Context: an optimization exercise on an open-source flow, tuned for small area, a short achievable clock period and few clock cycles. The choices shown serve that exercise and are no tape-out recipe.
Only simulation tests tie the RTL to the original design; equivalence was not proved.
Power and IR drop assume default switching activity.

==> 09-23 <==
## axfc_rx
module axfc_rx (
    input  wire       clk,
    input  wire       rst,
    input  wire       op_valid,
    output wire       op_ready,
    input  wire [3:0] op_code,
    input  wire [8:0] op_arg,
    output reg        rsp_valid,
    output reg  [3:0] rsp_status,
    output reg  [8:0] rsp_len,
    output reg  [7:0] rsp_addr,
    output reg  [7:0] rsp_plen,
    output reg  [7:0] rsp_cmd,
    output reg  [7:0] rsp_ck,
    output reg  [7:0] rsp_expected,
    output reg        rsp_ck_ok,
    output reg  [7:0] rsp_data,
    input  wire       t_open,
    input  wire       rx_valid,
    input  wire [7:0] rx_data,
    output wire       rx_ready
);
Settings: LEC_CHECK=0, CAP_MARGIN=20, CORE_MARGIN=2, CORE_UTILIZATION=45, CTS_BUF_LIST=sky130_fd_sc_hd__clkbuf_16, CTS_CLUSTER_DIAMETER=60, CTS_CLUSTER_SIZE=30, SLEW_MARGIN=20, SYNTH_MEMORY_MAX_BITS=8192; clock period 12.0 ns.
standard.sh (not shown) runs the stock make flow with config.mk's settings and CLKGATE_MAP_FILE= SYNTH_SCRIPT=/design/flow/synth_recipe.tcl, a recipe that flattens the netlist after the stock synthesis.
==> flow/flow/run.sh <==
#!/bin/bash
# The standard layout (the standard.sh: ORFS synthesis through finish,
# unchanged), with one difference: the buffers that ORFS puts on every input
# and output port are sky130_fd_sc_hd__buf_4 instead of the delay cell
# buffer_ports picks by default. Each ORFS step keeps its own log under
# orfs/logs/; the make output as a whole goes to standard.log.
set -euo pipefail
export BUFFER_PORTS_ARGS="-buffer_cell sky130_fd_sc_hd__buf_4"
bash standard.sh > standard.log 2>&1
==> 08-19 (differences from 09-23) <==
--- a/flow/design.v
+++ b/flow/design.v
@@ -45,26 +45,26 @@
     reg       strict;
     reg       idle;       
     reg       fill_st;    
     reg       pk1_st;     
     reg       pk2_st;     
-    reg       pk3_st;     
+    reg       st_st;      
     reg       dw_st;      
     reg       ex_drop;    
     reg       ex_flush;   
     reg [8:0] arg_q;
     reg       prom_q;     
     reg [8:0] rem;        
     reg       rxr;
-    reg [31:0]    ra_aq;
+    reg [7:0]     ra_a;
     reg [NBC-1:0] ra_bc;
+    reg           ra_cfg;   
     reg [8:0] ia;         
     reg [8:0] diff;       
-    reg [31:0] rq;        
-    reg [7:0]  rxq;       
-    reg        rb_src;    
-    reg [31:0] pkq;       
+    reg [7:0] rb;         
+    reg [7:0] rxq;        
+    reg       rb_src;     
     reg       rb_v;
     reg       e_st;       
     reg       e_sync;     
     reg       e_fin;      
     reg [8:0] e_p;        
@@ -105,28 +105,26 @@
         end
     endfunction
     function [8:0] inc260(input [8:0] a);
         inc260 = (a == CAP - 9'd1) ? 9'd0 : inc9(a);
     endfunction
-    function [31:0] ohqa(input [8:0] x);
-        integer i, j;
-        for (j = 0; j < 4; j = j + 1)
-            for (i = 0; i < 8; i = i + 1)
-                ohqa[8*j + i] = (j == 3 ? x[8:6] >= 3'd3 : x[8:6] == j) && (x[2:0] == i);
+    function [7:0] oh8(input [2:0] x);
+        integer i;
+        for (i = 0; i < 8; i = i + 1)
+            oh8[i] = (x == i);
     endfunction
     function [NBC-1:0] oh33(input [5:0] x);
         integer i;
         for (i = 0; i < NBC; i = i + 1)
             oh33[i] = (x == i);
     endfunction
-    reg [31:0] rdq;
+    reg [7:0] rd;
     integer k;
     always @* begin
-        rdq = 32'd0;
+        rd = {7'd0, strict & ra_cfg};
         for (k = 0; k < CAP; k = k + 1)
-            rdq[8 * (k / 64 > 3 ? 3 : k / 64) +: 8] = rdq[8 * (k / 64 > 3 ? 3 : k / 64) +: 8] |
-                (mem[8*k +: 8] & {8{ra_aq[8 * (k / 64 > 3 ? 3 : k / 64) + k % 8] & ra_bc[k / 8]}});
+            rd = rd | (mem[8*k +: 8] & {8{ra_a[k % 8] & ra_bc[k / 8]}});
     end
     wire       cnt_lt5 = (count < 9'd5);
     wire       caught  = (diff == 9'd0) && !rb_v;
     wire       dec_ready = cnt_lt5 || v_full ||
                            (e_st && !e_sync && caught) ||
@@ -136,33 +134,34 @@
                                        (!rsp_ck_ok && strict) ? ST_CKSUM : ST_FRAME) :
                             e_sync  ? ST_INCOMPLETE : ST_DESYNC;
     wire [8:0] dec_len = v_full ? v_len : count;
     wire       ex      = ex_drop || ex_flush;
     wire       e_go    = rb_v && !e_fin && !ex;
-    wire [7:0] pb      = rb_src ? rxq : (rq[7:0] | rq[15:8] | rq[23:16] | rq[31:24]);
+    wire [7:0] pb      = rb_src ? rxq : rb;
     wire       b55     = (pb == SYNC);
     wire       fin_frm = e_go && e_hdr && e_atck;
     wire       fin_des = e_go && e_st && !e_sync && b55;
     wire       fin     = fin_frm || fin_des;
     wire [7:0] sum_nx  = e_sum + pb;
-    wire       can_issue = !pk2_st && !ex && (!rb_v || e_go);
+    wire       can_issue = !pk2_st && !st_st && !ex && (!rb_v || e_go);
     wire       iss_mem   = can_issue && (diff != 9'd0);
     wire       iss_fwd   = can_issue && (diff == 9'd0) && pull;
     wire       iss       = iss_mem || iss_fwd;
     reg  [9:0] hneg;
     wire [9:0] sm1      = {1'b0, head} + {1'b0, arg_q};
     wire [9:0] sm2      = hneg + {1'b0, arg_q};
     wire       wrap     = !sm2[9];
     wire [8:0] sum_head = wrap ? sm2[8:0] : sm1[8:0];
-    wire [31:0]    sum_a  = wrap ? ohqa(sm2[8:0]) : ohqa(sm1[8:0]);
+    wire [7:0]     sum_a  = wrap ? oh8(sm2[2:0]) : oh8(sm1[2:0]);
     wire [NBC-1:0] sum_bc = wrap ? oh33(sm2[8:3]) : oh33(sm1[8:3]);
     wire       promote   = ex_drop && prom_q;
     wire       restart   = (ex_drop && arg_q != 9'd0 && !promote) || ex_flush;
     wire [8:0] rs_addr   = ex_flush ? wp : sum_head;
     wire [8:0] ia_inc = inc260(ia);
     wire [8:0] ia_nx = restart ? rs_addr : iss ? ia_inc : ia;
     wire       use_sum = pk1_st || (ex_drop && restart);
+    wire       stat_acc = accept && (op_code == OP_STAT);
     wire [8:0] ra_oth  = ex_flush ? wp : iss_mem ? ia_inc : ia;
     genvar gi;
     generate
         for (gi = 0; gi < CAP; gi = gi + 1) begin : g_mem
             always @(posedge clk) begin
@@ -175,22 +174,23 @@
         if (rst) begin
             idle      <= 1'b1;
             fill_st   <= 1'b0;
             pk1_st    <= 1'b0;
             pk2_st    <= 1'b0;
-            pk3_st    <= 1'b0;
             dw_st     <= 1'b0;
             ex_drop   <= 1'b0;
             ex_flush  <= 1'b0;
             rxr       <= 1'b0;
             rsp_valid <= 1'b0;
             head      <= 9'd0;
             count     <= 9'd0;
             wp        <= 9'd0;
             strict    <= 1'b1;
-            ra_aq     <= 32'd1;
+            ra_a      <= 8'd1;
             ra_bc     <= {{(NBC-1){1'b0}}, 1'b1};
+            ra_cfg    <= 1'b0;
+            st_st     <= 1'b0;
             ia        <= 9'd0;
             diff      <= 9'd0;
             rb_v      <= 1'b0;
             e_st      <= 1'b0;
             e_hdr     <= 1'b0;
@@ -199,22 +199,22 @@
         end else begin
             rsp_valid <= 1'b0;
             ex_drop   <= 1'b0;
             ex_flush  <= 1'b0;
             ia    <= ia_nx;
-            ra_aq <= use_sum ? sum_a  : ohqa(ra_oth);
-            ra_bc <= use_sum ? sum_bc : oh33(ra_oth[8:3]);
-            pkq   <= rdq;
+            ra_a  <= use_sum ? sum_a  : oh8(ra_oth[2:0]);
+            ra_bc <= stat_acc ? {NBC{1'b0}} : use_sum ? sum_bc : oh33(ra_oth[8:3]);
+            ra_cfg <= stat_acc;
             hneg  <= {1'b0, head} - {1'b0, CAP};
             if (restart) begin
                 diff <= ex_flush ? 9'd0 : count - arg_q;
                 rb_v <= 1'b0;
             end else begin
                 if (pull != iss)
                     diff <= pull ? inc9(diff) : dec9(diff);
                 if (iss_mem) begin
-                    rq     <= rdq;
+                    rb     <= rd;
                     rb_src <= 1'b0;
                     rb_v   <= 1'b1;
                 end else if (iss_fwd) begin
                     rxq    <= rx_data;
                     rb_src <= 1'b1;
@@ -309,14 +309,14 @@
             end
             if (ex) idle <= 1'b1;
             if (accept) begin
                 case (op_code)
                 OP_STAT: begin
-                    rsp_valid  <= 1'b1;
                     rsp_status <= ST_OK;
                     rsp_len    <= count;
-                    rsp_data   <= {7'd0, strict};
+                    st_st      <= 1'b1;
+                    idle       <= 1'b0;
                 end
                 OP_FILL: begin
                     if (!t_open) begin
                         rsp_valid  <= 1'b1;
                         rsp_status <= ST_TRANSPORT;
@@ -388,18 +388,15 @@
             end
             if (pk1_st) begin
                 pk1_st <= 1'b0;
                 pk2_st <= 1'b1;
             end
-            if (pk2_st) begin
-                pk2_st <= 1'b0;
-                pk3_st <= 1'b1;
-            end
-            if (pk3_st) begin
+            if (pk2_st || st_st) begin
                 rsp_valid <= 1'b1;
-                rsp_data  <= pkq[7:0] | pkq[15:8] | pkq[23:16] | pkq[31:24];
-                pk3_st    <= 1'b0;
+                rsp_data  <= rd;
+                pk2_st    <= 1'b0;
+                st_st     <= 1'b0;
                 idle      <= 1'b1;
             end
             if (dw_st && dec_ready) begin
                 rsp_valid  <= 1'b1;
                 rsp_status <= dec_status;
Settings changed: CAP_MARGIN 20 to 60, SLEW_MARGIN 20 to 60.
==> summary of the runs <==
Of 09-23 and 08-19, 08-19 has the higher combinational power (gap about 36%, measured against 08-19). Count of clock-buffer cells in the layout: 09-23 is lower than 08-19 (11). Against 08-19, the sequential cell count of 09-23 is higher by 79. In 08-19 the design area is larger than in 09-23, by about 3.5%. In 08-19 the non-clock buffer count is higher than in 09-23, by 355. Of 08-19 and 09-23, 09-23 has the higher sequential power (gap about 3%, measured against 09-23).
==> figures <==
item	09-23	08-19
Run status	timing/DRC/antenna clean	timing/DRC/antenna clean
Power density cells	168 nW/um^2	173 nW/um^2
Total clock sinks	2453	2374
Number of enable-type register cells in the synthesized netlist	2327	2271
Transition at the pin with the smallest max-transition slack	1.24 ns	0.764 ns
Synth Net Count	6492	6276
First DRT Iteration DRCs	11400	15500
Hold Crit Start	e_plen[7]	e_addr[5]
Worst-case vdd ir drop	0.000162 V	0.000181 V
Worst EP arrival	5.38 ns	5.41 ns
Switching power summed over all nets	5050 uW	6170 uW
Share of the final layout cell area in sequential cells	67.8%	63.6%
Met1 track demand over resource	41.9%	58.6%
Worst Setup Slack, final	7.35 ns	7.07 ns
Testbench counts of 09-23, summed over its fixed seeds: cycles 193,586.
Testbench counts of 08-19, summed over its fixed seeds: cycles 191,558.

==> static timing again, ports no longer ideal <==
No port has a modelled driver above. Below, the same layouts with a new extraction and two added sets of constraints.
Step 1: set_driving_cell puts a clkbuf_16 on clk and a buf_2 on each other input, an assumption about the parent block.
Step 2 times the ports against the registers' clock, not the clock port: input delays grow and output delays shrink by t, the midpoint of the rising clock arrivals with the driver on.
Slacks: ideal / step 1 / step 2; pairs: ideal / step 1.
run	t (ns)	setup WS [ns]	worst data-port slew with drivers (ns)
09-23	0.933	7.349 / 7.423 / 6.489	0.12
08-19	0.996	7.066 / 7.066 / 7.026	0.06
After both steps every run listed still meets setup and hold. For 09-23, which loses most, drivers alone change the setup slack by +0.074 ns; drivers and shift together by -0.860 ns.
